This is an optimization exercise on Yosys and OpenROAD, whose aim is small area, a short achievable clock period and few clock cycles, not a production implementation.
Where RTL was checked, it was by simulation tests only, not by an equivalence proof against the original.
Power figures rest on the tool's default switching activity, not on a simulated workload.

==> flow/design.v (excerpt) <==
module rvf_curve_builder (
    input  wire        clk,
    input  wire        rst,
    input  wire        start,
    input  wire [6:0]  bw,           
    input  wire [6:0]  bh,           
    output wire        idle,
    output reg         wr_valid,
    output reg  [11:0] wr_addr,      
    output reg  [11:0] wr_data,      
    output reg         done
);
    reg        idle_r;
    reg        su;               
    reg        run;              
    reg        f1, f2;           
    reg [6:0]  gw;               
    reg        k0;               
    reg [5:0]  ox, oy;           
    reg [5:0]  xh;               
    reg [6:0]  yh;               
    reg [11:0] t;                
    reg        vd;               
    reg [5:0]  xd, yd;           
    reg [5:0]  ty;               
    reg [11:0] rb;               
    reg        ev;               
    reg [5:0]  xa;               
    assign idle = idle_r;
    wire [6:0] gh = yh;
    wire [5:0] w1 = gw[5:0] - 6'd1;
    wire [5:0] h1 = gh[5:0] - 6'd1;
    wire [5:0] v = w1 | h1;
    wire [5:0] th;               
    genvar gj;
    generate for (gj = 0; gj < 6; gj = gj + 1) begin : g_th
        assign th[gj] = |v[5:gj];
    end endgenerate
    wire [5:0] dw = th & ~w1;    
    wire [5:0] dh = th & ~h1;
    wire [5:0] ox_w = {1'b0, dw[5:1]};
    wire [5:0] oy_w = {1'b0, dh[5:1]};
    wire [6:0] cw = {1'b0, dw} + 7'd1;
    wire [6:0] ch = {1'b0, dh} + 7'd1;
    wire [5:0] xh_w = th & ~cw[6:1];
    wire [5:0] yh_w = th & ~ch[6:1];
    wire [5:0] d1, d0, sw, cp;
    wire [5:0] x, y;
  ...
For scale: roughly 110 flip-flops, ~44 I/O pins, ~7600 um2 of cells after synthesis.
==> module rvf_curve_builder, before the edit <==
module rvf_curve_builder (
    input  wire        clk,
    input  wire        rst,
    input  wire        start,
    input  wire [6:0]  bw,           
    input  wire [6:0]  bh,           
    output wire        idle,
    output reg         wr_valid,
    output reg  [11:0] wr_addr,      
    output reg  [11:0] wr_data,      
    output reg         done
);
    reg        idle_r;
    reg        su;               
    reg        run;              
    reg        f1, f2;           
    reg [6:0]  gw;               
    reg        k0;               
    reg [5:0]  ox, oy;           
    reg [5:0]  xh;               
    reg [6:0]  yh;               
    reg [11:0] t;                
    reg        vd;               
    reg [5:0]  xd, yd;           
    reg [5:0]  ty;               
    reg [11:0] rb;               
    reg        ev;               
    reg [5:0]  xa;               
    assign idle = idle_r;
    wire [6:0] gh = yh;
    wire [5:0] w1 = gw[5:0] - 6'd1;
    wire [5:0] h1 = gh[5:0] - 6'd1;
    wire [5:0] v = w1 | h1;
    wire [5:0] th;               
    genvar gj;
    generate for (gj = 0; gj < 6; gj = gj + 1) begin : g_th
        assign th[gj] = |v[5:gj];
    end endgenerate
    wire [5:0] dw = th & ~w1;    
    wire [5:0] dh = th & ~h1;
    wire [5:0] ox_w = {1'b0, dw[5:1]};
    wire [5:0] oy_w = {1'b0, dh[5:1]};
    wire [6:0] cw = {1'b0, dw} + 7'd1;
    wire [6:0] ch = {1'b0, dh} + 7'd1;
    wire [5:0] xh_w = th & ~cw[6:1];
    wire [5:0] yh_w = th & ~ch[6:1];
    wire [5:0] d1, d0, sw, cp;
    wire [5:0] x, y;
    generate for (gj = 0; gj < 6; gj = gj + 1) begin : g_pos
        assign d1[gj] = t[2*gj+1];
        assign d0[gj] = t[2*gj];
        if (gj == 5) begin : g_top
            assign sw[gj] = k0;
            assign cp[gj] = 1'b0;
        end else begin : g_low
            assign sw[gj] = k0 ^ ((5 - gj) % 2 == 1) ^ (^d1[5:gj+1]) ^ (^d0[5:gj+1]);
            assign cp[gj] = ^(d1[5:gj+1] & d0[5:gj+1]);
        end
        assign x[gj] = d1[gj] ^ cp[gj] ^ (d0[gj] & sw[gj]);
        assign y[gj] = d1[gj] ^ cp[gj] ^ (d0[gj] & ~sw[gj]);
    end endgenerate
    wire [5:0] glx = ~xd & ox, elx = ~(xd ^ ox);
    wire [5:0] ghx = xd & ~xh, ehx = ~(xd ^ xh);
    wire [5:0] gly = ~yd & oy, ely = ~(yd ^ oy);
    wire [5:0] ghy = yd & ~yh[5:0], ehy = ~(yd ^ yh[5:0]);
    wire [5:0] ltx, gtx, lty, gty, out;
    generate for (gj = 0; gj < 6; gj = gj + 1) begin : g_cmp
        if (gj == 5) begin : g_top
            assign ltx[gj] = glx[gj];
            assign gtx[gj] = ghx[gj];
            assign lty[gj] = gly[gj];
            assign gty[gj] = ghy[gj];
        end else begin : g_low
            assign ltx[gj] = ltx[gj+1] | (glx[gj] & (&elx[5:gj+1]));
            assign gtx[gj] = gtx[gj+1] | (ghx[gj] & (&ehx[5:gj+1]));
            assign lty[gj] = lty[gj+1] | (gly[gj] & (&ely[5:gj+1]));
            assign gty[gj] = gty[gj+1] | (ghy[gj] & (&ehy[5:gj+1]));
        end
        assign out[gj] = ltx[gj] | gtx[gj] | lty[gj] | gty[gj];
    end endgenerate
    wire [6:0] sk;
    assign sk[0] = vd & out[0];
    generate for (gj = 1; gj < 6; gj = gj + 1) begin : g_sk
        assign sk[gj] = vd & out[gj] & t[0] & ~(|t[2*gj-1:1]);
    end endgenerate
    assign sk[6] = 1'b0;
    wire [11:0] m;
    generate for (gj = 0; gj < 12; gj = gj + 1) begin : g_m
        assign m[gj] = sk[gj/2 + 1];
    end endgenerate
    wire [11:0] tm = t | m;
    wire [11:0] cy;              
    wire [11:0] t_step;
    generate for (gj = 0; gj < 12; gj = gj + 1) begin : g_step
        if (gj == 0) begin : g_b0
            assign cy[gj] = 1'b1;
        end else begin : g_bn
            assign cy[gj] = &tm[gj-1:0];
        end
        assign t_step[gj] = (tm[gj] ^ cy[gj]) & ~m[gj];
    end endgenerate
    wire t_last = vd & (sk[1] ? (&tm) : ~(|t));
    wire bubble = sk[1];         
    wire [5:0] ty_p = ty + 6'd1;
    wire [5:0] ty_m = ty - 6'd1;
    wire       y_eq = (yd == ty);
    wire [5:0] gu = yd & ~ty, eu = ~(yd ^ ty);
    wire [5:0] upc;              
    generate for (gj = 0; gj < 6; gj = gj + 1) begin : g_up
        if (gj == 5) begin : g_top
            assign upc[gj] = gu[gj];
        end else begin : g_low
            assign upc[gj] = upc[gj+1] | (gu[gj] & (&eu[5:gj+1]));
        end
    end endgenerate
    wire       y_up = vd & upc[0];
    wire       y_dn = vd & ~upc[0] & ~y_eq;
    wire       y_st = ~y_up & ~y_dn;
    wire       near = y_eq | (yd == ty_p) | (yd == ty_m);
    wire       emit = run & vd & ~out[0];
    wire       stall = emit & ~near;
    wire [11:0] rb_p = rb + {5'd0, gw};
    wire [11:0] rb_m = rb - {5'd0, gw};
    always @(posedge clk) begin
        if (rst) begin
            idle_r   <= 1'b1;
            su       <= 1'b0;
            run      <= 1'b0;
            f1       <= 1'b0;
            f2       <= 1'b0;
            ev       <= 1'b0;
            vd       <= 1'b0;
            wr_valid <= 1'b0;
            done     <= 1'b0;
        end else begin
            su       <= idle_r & start;
            f1       <= run & t_last & ~stall;
            if (su) vd <= 1'b0;
            else if (!stall) vd <= ~bubble;
            f2       <= f1;
            done     <= f2;
            ev       <= emit & near;
            wr_valid <= ev;
            if (idle_r & start) idle_r <= 1'b0;
            if (f2) idle_r <= 1'b1;
            if (su) run <= 1'b1;
            if (run & t_last & ~stall) run <= 1'b0;
        end
        if (idle_r) begin
            gw <= bw;
            yh <= bh;
        end
        if (su) begin
            k0 <= ^th;
            ox <= ox_w;
            oy <= oy_w;
            xh <= xh_w;
            yh <= {1'b0, yh_w};
        end
        if (su) begin
            t  <= 12'd0;
            ty <= oy_w;
            rb <= -{6'd0, ox_w};
        end else begin
            if (!stall) begin
                t  <= t_step;
                xd <= x;
                yd <= y;
            end
            ty <= ({6{y_up}} & ty_p) | ({6{y_dn}} & ty_m) | ({6{y_st}} & ty);
            rb <= ({12{y_up}} & rb_p) | ({12{y_dn}} & rb_m) | ({12{y_st}} & rb);
        end
        xa <= xd;
        wr_addr <= rb + {6'd0, xa};
        if (su) wr_data <= 12'd0;
        else wr_data <= wr_data + {11'd0, wr_valid};
    end
endmodule
clock: 10.0 ns
lec_check: 0
abc_area: 1
cap_margin: 20
core_margin: 2
core_utilization: 40
place_density: 0.6
slew_margin: 20
standard.sh (not shown) runs the stock make flow with config.mk's settings and CLKGATE_MAP_FILE= SYNTH_SCRIPT=/design/flow/synth_recipe.tcl, a recipe that flattens the netlist after the stock synthesis.
==> flow/flow/run.sh <==
#!/bin/bash
# The standard layout (standard.sh), with three changes to how it is made:
# timing repair aims at a setup margin of 6.9 ns, the port buffers are
# sky130_fd_sc_hd__buf_2 cells, and clock tree synthesis adds no dummy loads.
# make's full output goes to standard_flow.log, each tool's own log to
# orfs/logs/.
set -euo pipefail
bash standard.sh SETUP_SLACK_MARGIN=6.9 \
  'BUFFER_PORTS_ARGS=-buffer_cell sky130_fd_sc_hd__buf_2' \
  'CTS_ARGS=-sink_clustering_enable -repair_clock_nets -dont_use_dummy_load ' \
  finish > standard_flow.log 2>&1
The baseline finished clean.
Testbench counts at the start, summed over its fixed seeds: cycles 157,109.
Edit:
--- a/flow/design.v
+++ b/flow/design.v
@@ -13,24 +13,22 @@
     reg        idle_r;
     reg        su;               
     reg        run;              
     reg        f1, f2;           
-    reg [6:0]  gw;               
+    reg [5:0]  w1;               
     reg        k0;               
     reg [5:0]  ox, oy;           
     reg [5:0]  xh;               
-    reg [6:0]  yh;               
+    reg [5:0]  yh;               
     reg [11:0] t;                
     reg        vd;               
     reg [5:0]  xd, yd;           
     reg [5:0]  ty;               
     reg [11:0] rb;               
     reg        ev;               
     reg [5:0]  xa;               
     assign idle = idle_r;
-    wire [6:0] gh = yh;
-    wire [5:0] w1 = gw[5:0] - 6'd1;
-    wire [5:0] h1 = gh[5:0] - 6'd1;
+    wire [5:0] h1 = yh;
     wire [5:0] v = w1 | h1;
     wire [5:0] th;               
     genvar gj;
     generate for (gj = 0; gj < 6; gj = gj + 1) begin : g_th
@@ -61,9 +59,9 @@
     end endgenerate
     wire [5:0] glx = ~xd & ox, elx = ~(xd ^ ox);
     wire [5:0] ghx = xd & ~xh, ehx = ~(xd ^ xh);
     wire [5:0] gly = ~yd & oy, ely = ~(yd ^ oy);
-    wire [5:0] ghy = yd & ~yh[5:0], ehy = ~(yd ^ yh[5:0]);
+    wire [5:0] ghy = yd & ~yh, ehy = ~(yd ^ yh);
     wire [5:0] ltx, gtx, lty, gty, out;
     generate for (gj = 0; gj < 6; gj = gj + 1) begin : g_cmp
         if (gj == 5) begin : g_top
             assign ltx[gj] = glx[gj];
@@ -118,10 +116,9 @@
     wire       y_st = ~y_up & ~y_dn;
     wire       near = y_eq | (yd == ty_p) | (yd == ty_m);
     wire       emit = run & vd & ~out[0];
     wire       stall = emit & ~near;
-    wire [11:0] rb_p = rb + {5'd0, gw};
-    wire [11:0] rb_m = rb - {5'd0, gw};
+    wire [11:0] rb_n = rb + (({12{y_up}} & {6'd0, w1}) | ({12{y_dn}} & {6'h3f, ~w1})) + {11'd0, y_up};
     always @(posedge clk) begin
         if (rst) begin
             idle_r   <= 1'b1;
             su       <= 1'b0;
@@ -146,17 +143,17 @@
             if (su) run <= 1'b1;
             if (run & t_last & ~stall) run <= 1'b0;
         end
         if (idle_r) begin
-            gw <= bw;
-            yh <= bh;
+            w1 <= bw[5:0] - 6'd1;
+            yh <= bh[5:0] - 6'd1;
         end
         if (su) begin
             k0 <= ^th;
             ox <= ox_w;
             oy <= oy_w;
             xh <= xh_w;
-            yh <= {1'b0, yh_w};
+            yh <= yh_w;
         end
         if (su) begin
             t  <= 12'd0;
             ty <= oy_w;
@@ -167,9 +164,9 @@
                 xd <= x;
                 yd <= y;
             end
             ty <= ({6{y_up}} & ty_p) | ({6{y_dn}} & ty_m) | ({6{y_st}} & ty);
-            rb <= ({12{y_up}} & rb_p) | ({12{y_dn}} & rb_m) | ({12{y_st}} & rb);
+            rb <= rb_n;
         end
         xa <= xd;
         wr_addr <= rb + {6'd0, xa};
         if (su) wr_data <= 12'd0;
The new run finished with timing, DRC and antenna clean.
Non-clock buffer count grows by 35.
Core utilization grows by 4.1 points.
Wire length shrinks by 15%.
Sequential power grows by about 1%.
Flip-flop and latch count shrinks by 1.
Only the layout flow was run in the second run of this note; the RTL was not checked for function there.

========
The RTL this note starts from:
==> flow/design.v <==
module rvf_curve_builder (
    input  wire        clk,
    input  wire        rst,
    input  wire        start,
    input  wire [6:0]  bw,           
    input  wire [6:0]  bh,           
    output wire        idle,
    output reg         wr_valid,
    output reg  [11:0] wr_addr,      
    output reg  [11:0] wr_data,      
    output reg         done
);
    reg        idle_r;
    reg        su;               
    reg        run;              
    reg        f1, f2;           
    reg [5:0]  w1;               
    reg        k0;               
    reg [5:0]  ox, oy;           
    reg [5:0]  xh;               
    reg [5:0]  yh;               
    reg [11:0] t;                
    reg        vd;               
    reg [5:0]  xd, yd;           
    reg [5:0]  ty;               
    reg [11:0] rb;               
    reg        ev;               
    reg [5:0]  xa;               
    assign idle = idle_r;
    wire [5:0] h1 = yh;
    wire [5:0] v = w1 | h1;
    wire [5:0] th;               
    genvar gj;
    generate for (gj = 0; gj < 6; gj = gj + 1) begin : g_th
        assign th[gj] = |v[5:gj];
    end endgenerate
    wire [5:0] dw = th & ~w1;    
    wire [5:0] dh = th & ~h1;
    wire [5:0] ox_w = {1'b0, dw[5:1]};
    wire [5:0] oy_w = {1'b0, dh[5:1]};
    wire [6:0] cw = {1'b0, dw} + 7'd1;
    wire [6:0] ch = {1'b0, dh} + 7'd1;
    wire [5:0] xh_w = th & ~cw[6:1];
    wire [5:0] yh_w = th & ~ch[6:1];
    wire [5:0] d1, d0, sw, cp;
    wire [5:0] x, y;
    generate for (gj = 0; gj < 6; gj = gj + 1) begin : g_pos
        assign d1[gj] = t[2*gj+1];
        assign d0[gj] = t[2*gj];
        if (gj == 5) begin : g_top
            assign sw[gj] = k0;
            assign cp[gj] = 1'b0;
        end else begin : g_low
            assign sw[gj] = k0 ^ ((5 - gj) % 2 == 1) ^ (^d1[5:gj+1]) ^ (^d0[5:gj+1]);
            assign cp[gj] = ^(d1[5:gj+1] & d0[5:gj+1]);
        end
        assign x[gj] = d1[gj] ^ cp[gj] ^ (d0[gj] & sw[gj]);
        assign y[gj] = d1[gj] ^ cp[gj] ^ (d0[gj] & ~sw[gj]);
    end endgenerate
    wire [5:0] glx = ~xd & ox, elx = ~(xd ^ ox);
    wire [5:0] ghx = xd & ~xh, ehx = ~(xd ^ xh);
    wire [5:0] gly = ~yd & oy, ely = ~(yd ^ oy);
    wire [5:0] ghy = yd & ~yh, ehy = ~(yd ^ yh);
    wire [5:0] ltx, gtx, lty, gty, out;
    generate for (gj = 0; gj < 6; gj = gj + 1) begin : g_cmp
        if (gj == 5) begin : g_top
            assign ltx[gj] = glx[gj];
            assign gtx[gj] = ghx[gj];
            assign lty[gj] = gly[gj];
            assign gty[gj] = ghy[gj];
        end else begin : g_low
            assign ltx[gj] = ltx[gj+1] | (glx[gj] & (&elx[5:gj+1]));
            assign gtx[gj] = gtx[gj+1] | (ghx[gj] & (&ehx[5:gj+1]));
            assign lty[gj] = lty[gj+1] | (gly[gj] & (&ely[5:gj+1]));
            assign gty[gj] = gty[gj+1] | (ghy[gj] & (&ehy[5:gj+1]));
        end
        assign out[gj] = ltx[gj] | gtx[gj] | lty[gj] | gty[gj];
    end endgenerate
    wire [6:0] sk;
    assign sk[0] = vd & out[0];
    generate for (gj = 1; gj < 6; gj = gj + 1) begin : g_sk
        assign sk[gj] = vd & out[gj] & t[0] & ~(|t[2*gj-1:1]);
    end endgenerate
    assign sk[6] = 1'b0;
    wire [11:0] m;
    generate for (gj = 0; gj < 12; gj = gj + 1) begin : g_m
        assign m[gj] = sk[gj/2 + 1];
    end endgenerate
    wire [11:0] tm = t | m;
    wire [11:0] cy;              
    wire [11:0] t_step;
    generate for (gj = 0; gj < 12; gj = gj + 1) begin : g_step
        if (gj == 0) begin : g_b0
            assign cy[gj] = 1'b1;
        end else begin : g_bn
            assign cy[gj] = &tm[gj-1:0];
        end
        assign t_step[gj] = (tm[gj] ^ cy[gj]) & ~m[gj];
    end endgenerate
    wire t_last = vd & (sk[1] ? (&tm) : ~(|t));
    wire bubble = sk[1];         
    wire [5:0] ty_p = ty + 6'd1;
    wire [5:0] ty_m = ty - 6'd1;
    wire       y_eq = (yd == ty);
    wire [5:0] gu = yd & ~ty, eu = ~(yd ^ ty);
    wire [5:0] upc;              
    generate for (gj = 0; gj < 6; gj = gj + 1) begin : g_up
        if (gj == 5) begin : g_top
            assign upc[gj] = gu[gj];
        end else begin : g_low
            assign upc[gj] = upc[gj+1] | (gu[gj] & (&eu[5:gj+1]));
        end
    end endgenerate
    wire       y_up = vd & upc[0];
    wire       y_dn = vd & ~upc[0] & ~y_eq;
    wire       y_st = ~y_up & ~y_dn;
    wire       near = y_eq | (yd == ty_p) | (yd == ty_m);
    wire       emit = run & vd & ~out[0];
    wire       stall = emit & ~near;
    wire [6:0]  bwp = {1'b0, w1} + 7'd1;             
    wire [11:0] rb_n = rb + (({12{y_up}} & {5'd0, bwp}) | ({12{y_dn}} & {6'h3f, ~w1}));
    always @(posedge clk) begin
        if (rst) begin
            idle_r   <= 1'b1;
            su       <= 1'b0;
            run      <= 1'b0;
            f1       <= 1'b0;
            f2       <= 1'b0;
            ev       <= 1'b0;
            vd       <= 1'b0;
            wr_valid <= 1'b0;
            done     <= 1'b0;
        end else begin
            su       <= idle_r & start;
            f1       <= run & t_last & ~stall;
            if (su) vd <= 1'b0;
            else if (!stall) vd <= ~bubble;
            f2       <= f1;
            done     <= f2;
            ev       <= emit & near;
            wr_valid <= ev;
            if (idle_r & start) idle_r <= 1'b0;
            if (f2) idle_r <= 1'b1;
            if (su) run <= 1'b1;
            if (run & t_last & ~stall) run <= 1'b0;
        end
        if (idle_r) begin
            w1 <= bw[5:0] - 6'd1;
            yh <= bh[5:0] - 6'd1;
        end
        if (su) begin
            k0 <= ^th;
            ox <= ox_w;
            oy <= oy_w;
            xh <= xh_w;
            yh <= yh_w;
        end
        if (su) begin
            t  <= 12'd0;
            ty <= oy_w;
            rb <= -{6'd0, ox_w};
        end else begin
            if (!stall) begin
                t  <= t_step;
                xd <= x;
                yd <= y;
            end
            ty <= ({6{y_up}} & ty_p) | ({6{y_dn}} & ty_m) | ({6{y_st}} & ty);
            rb <= rb_n;
        end
        xa <= xd;
        wr_addr <= rb + {6'd0, xa};
        if (su) wr_data <= 12'd0;
        else wr_data <= wr_data + {11'd0, wr_valid};
    end
endmodule
Settings: LEC_CHECK=0, ABC_AREA=1, CAP_MARGIN=20, CORE_MARGIN=2, CORE_UTILIZATION=40, PLACE_DENSITY=0.6, SLEW_MARGIN=20; clock period 10.0 ns.
==> flow/flow/run.sh <==
#!/bin/bash
# The standard layout (standard.sh), with four changes to how it is made:
# - synthesis is synth_recipe.tcl's (synth -nofsm -noshare, flatten, rename)
#   except that its ABC call maps with flow/abc.script, a delay-targeted
#   mapping (1400 ps, two rounds) with area recovery, and Yosys does not extract full and
#   half adders before ABC; registers are mapped as before;
# - timing repair aims at a setup margin of 7.0 ns;
# - the port buffers are sky130_fd_sc_hd__buf_2 cells;
# - clock tree synthesis adds no dummy loads.
# make's full output goes to standard_flow.log, each tool's own log to
# orfs/logs/.
set -euo pipefail
here=$(pwd)
export MY_ABC_SCRIPT=$here/flow/abc.script
bash standard.sh SYNTH_SCRIPT=$here/flow/synth.tcl SETUP_SLACK_MARGIN=7.0 \
  'BUFFER_PORTS_ARGS=-buffer_cell sky130_fd_sc_hd__buf_2' \
  'CTS_ARGS=-sink_clustering_enable -repair_clock_nets -dont_use_dummy_load -buf_list sky130_fd_sc_hd__clkbuf_8' \
  finish > standard_flow.log 2>&1
==> flow/flow/abc.script <==
strash
dc2
dch
map -D 1400
strash
dc2
dch
map -D 1400
topo
stime -c
buffer -c
upsize -c -D 1400
dnsize -c -D 1400
==> flow/flow/synth.tcl <==
proc synth {args} { yosys synth -nofsm -noshare {*}$args }
proc abc {args} {
  set i [lsearch -exact $args -script]
  if { $i >= 0 } {
    set args [lreplace $args $i [expr {$i + 1}] -script $::env(MY_ABC_SCRIPT)]
  }
  puts "abc wrapper: $args"
  yosys abc {*}$args
}
proc extract_fa {args} { puts "extract_fa skipped" }
source $::env(SCRIPTS_DIR)/synth.tcl
# left out here: clear keep_hierarchy, flatten, clean up, hide names made inside functions, write 1_2_yosys.v
Change:
--- a/flow/design.v
+++ b/flow/design.v
@@ -115,12 +115,12 @@
     wire       y_dn = vd & ~upc[0] & ~y_eq;
     wire       y_st = ~y_up & ~y_dn;
     wire       near = y_eq | (yd == ty_p) | (yd == ty_m);
     wire       emit = run & vd & ~out[0];
     wire       stall = emit & ~near;
-    wire [6:0]  bwp = {1'b0, w1} + 7'd1;             
-    wire [11:0] rb_n = rb + (({12{y_up}} & {5'd0, bwp}) | ({12{y_dn}} & {6'h3f, ~w1}));
+    wire [11:0] rb_p = rb + {6'd0, w1} + 12'd1;       
+    wire [11:0] rb_m = rb + {6'h3f, ~w1};             
     always @(posedge clk) begin
         if (rst) begin
             idle_r   <= 1'b1;
             su       <= 1'b0;
             run      <= 1'b0;
@@ -156,21 +156,21 @@
             yh <= yh_w;
         end
         if (su) begin
             t  <= 12'd0;
             ty <= oy_w;
-            rb <= -{6'd0, ox_w};
+            rb <= 12'd0;
         end else begin
             if (!stall) begin
                 t  <= t_step;
                 xd <= x;
                 yd <= y;
             end
             ty <= ({6{y_up}} & ty_p) | ({6{y_dn}} & ty_m) | ({6{y_st}} & ty);
-            rb <= rb_n;
+            rb <= ({12{y_up}} & rb_p) | ({12{y_dn}} & rb_m) | ({12{y_st}} & rb);
         end
-        xa <= xd;
+        xa <= xd - ox;
         wr_addr <= rb + {6'd0, xa};
         if (su) wr_data <= 12'd0;
         else wr_data <= wr_data + {11'd0, wr_valid};
     end
 endmodule
First-iteration DRC count is higher by roughly a tenth. Via count shrinks by a few percent. Worst setup slack barely changes. Sequential share of layout area rises by 2.7 points. Maximum frequency barely changes.
Function was not checked in any run of this note: the RTL went through the layout flow alone.

==> port drivers added, routing unchanged <==
How much do the figures lean on ideal ports? The routed layouts below were timed once more, with nothing changed but the port constraints. Step 1 assumes that a clkbuf_16 drives the clock port and a buf_2 every other input. Step 2 times the ports against the registers' clock, not the clock port: input delays grow and output delays shrink by t, the midpoint of the rising clock arrivals with the driver on. Three values: ideal ports, drivers, drivers and shift; two values: the first two.
run | shift t [ns] | slack for setup (ns) | worst slew at a driven data input, ns
the first run of note 1 | 0.396 | 7.030 / 6.987 / 7.169 | 0.04
the second run of note 1 | 0.390 | 6.775 / 6.775 / 6.775 | 0.04
the first run of note 2 | 0.419 | 7.030 / 7.030 / 6.775 | 0.03
the second run of note 2 | 0.421 | 7.027 / 6.990 / 6.820 | 0.04
After both steps setup and hold are still met in every run listed. For the first run of note 2, which loses most, drivers alone change the setup slack by 0.000 ns; drivers and shift together by -0.255 ns.
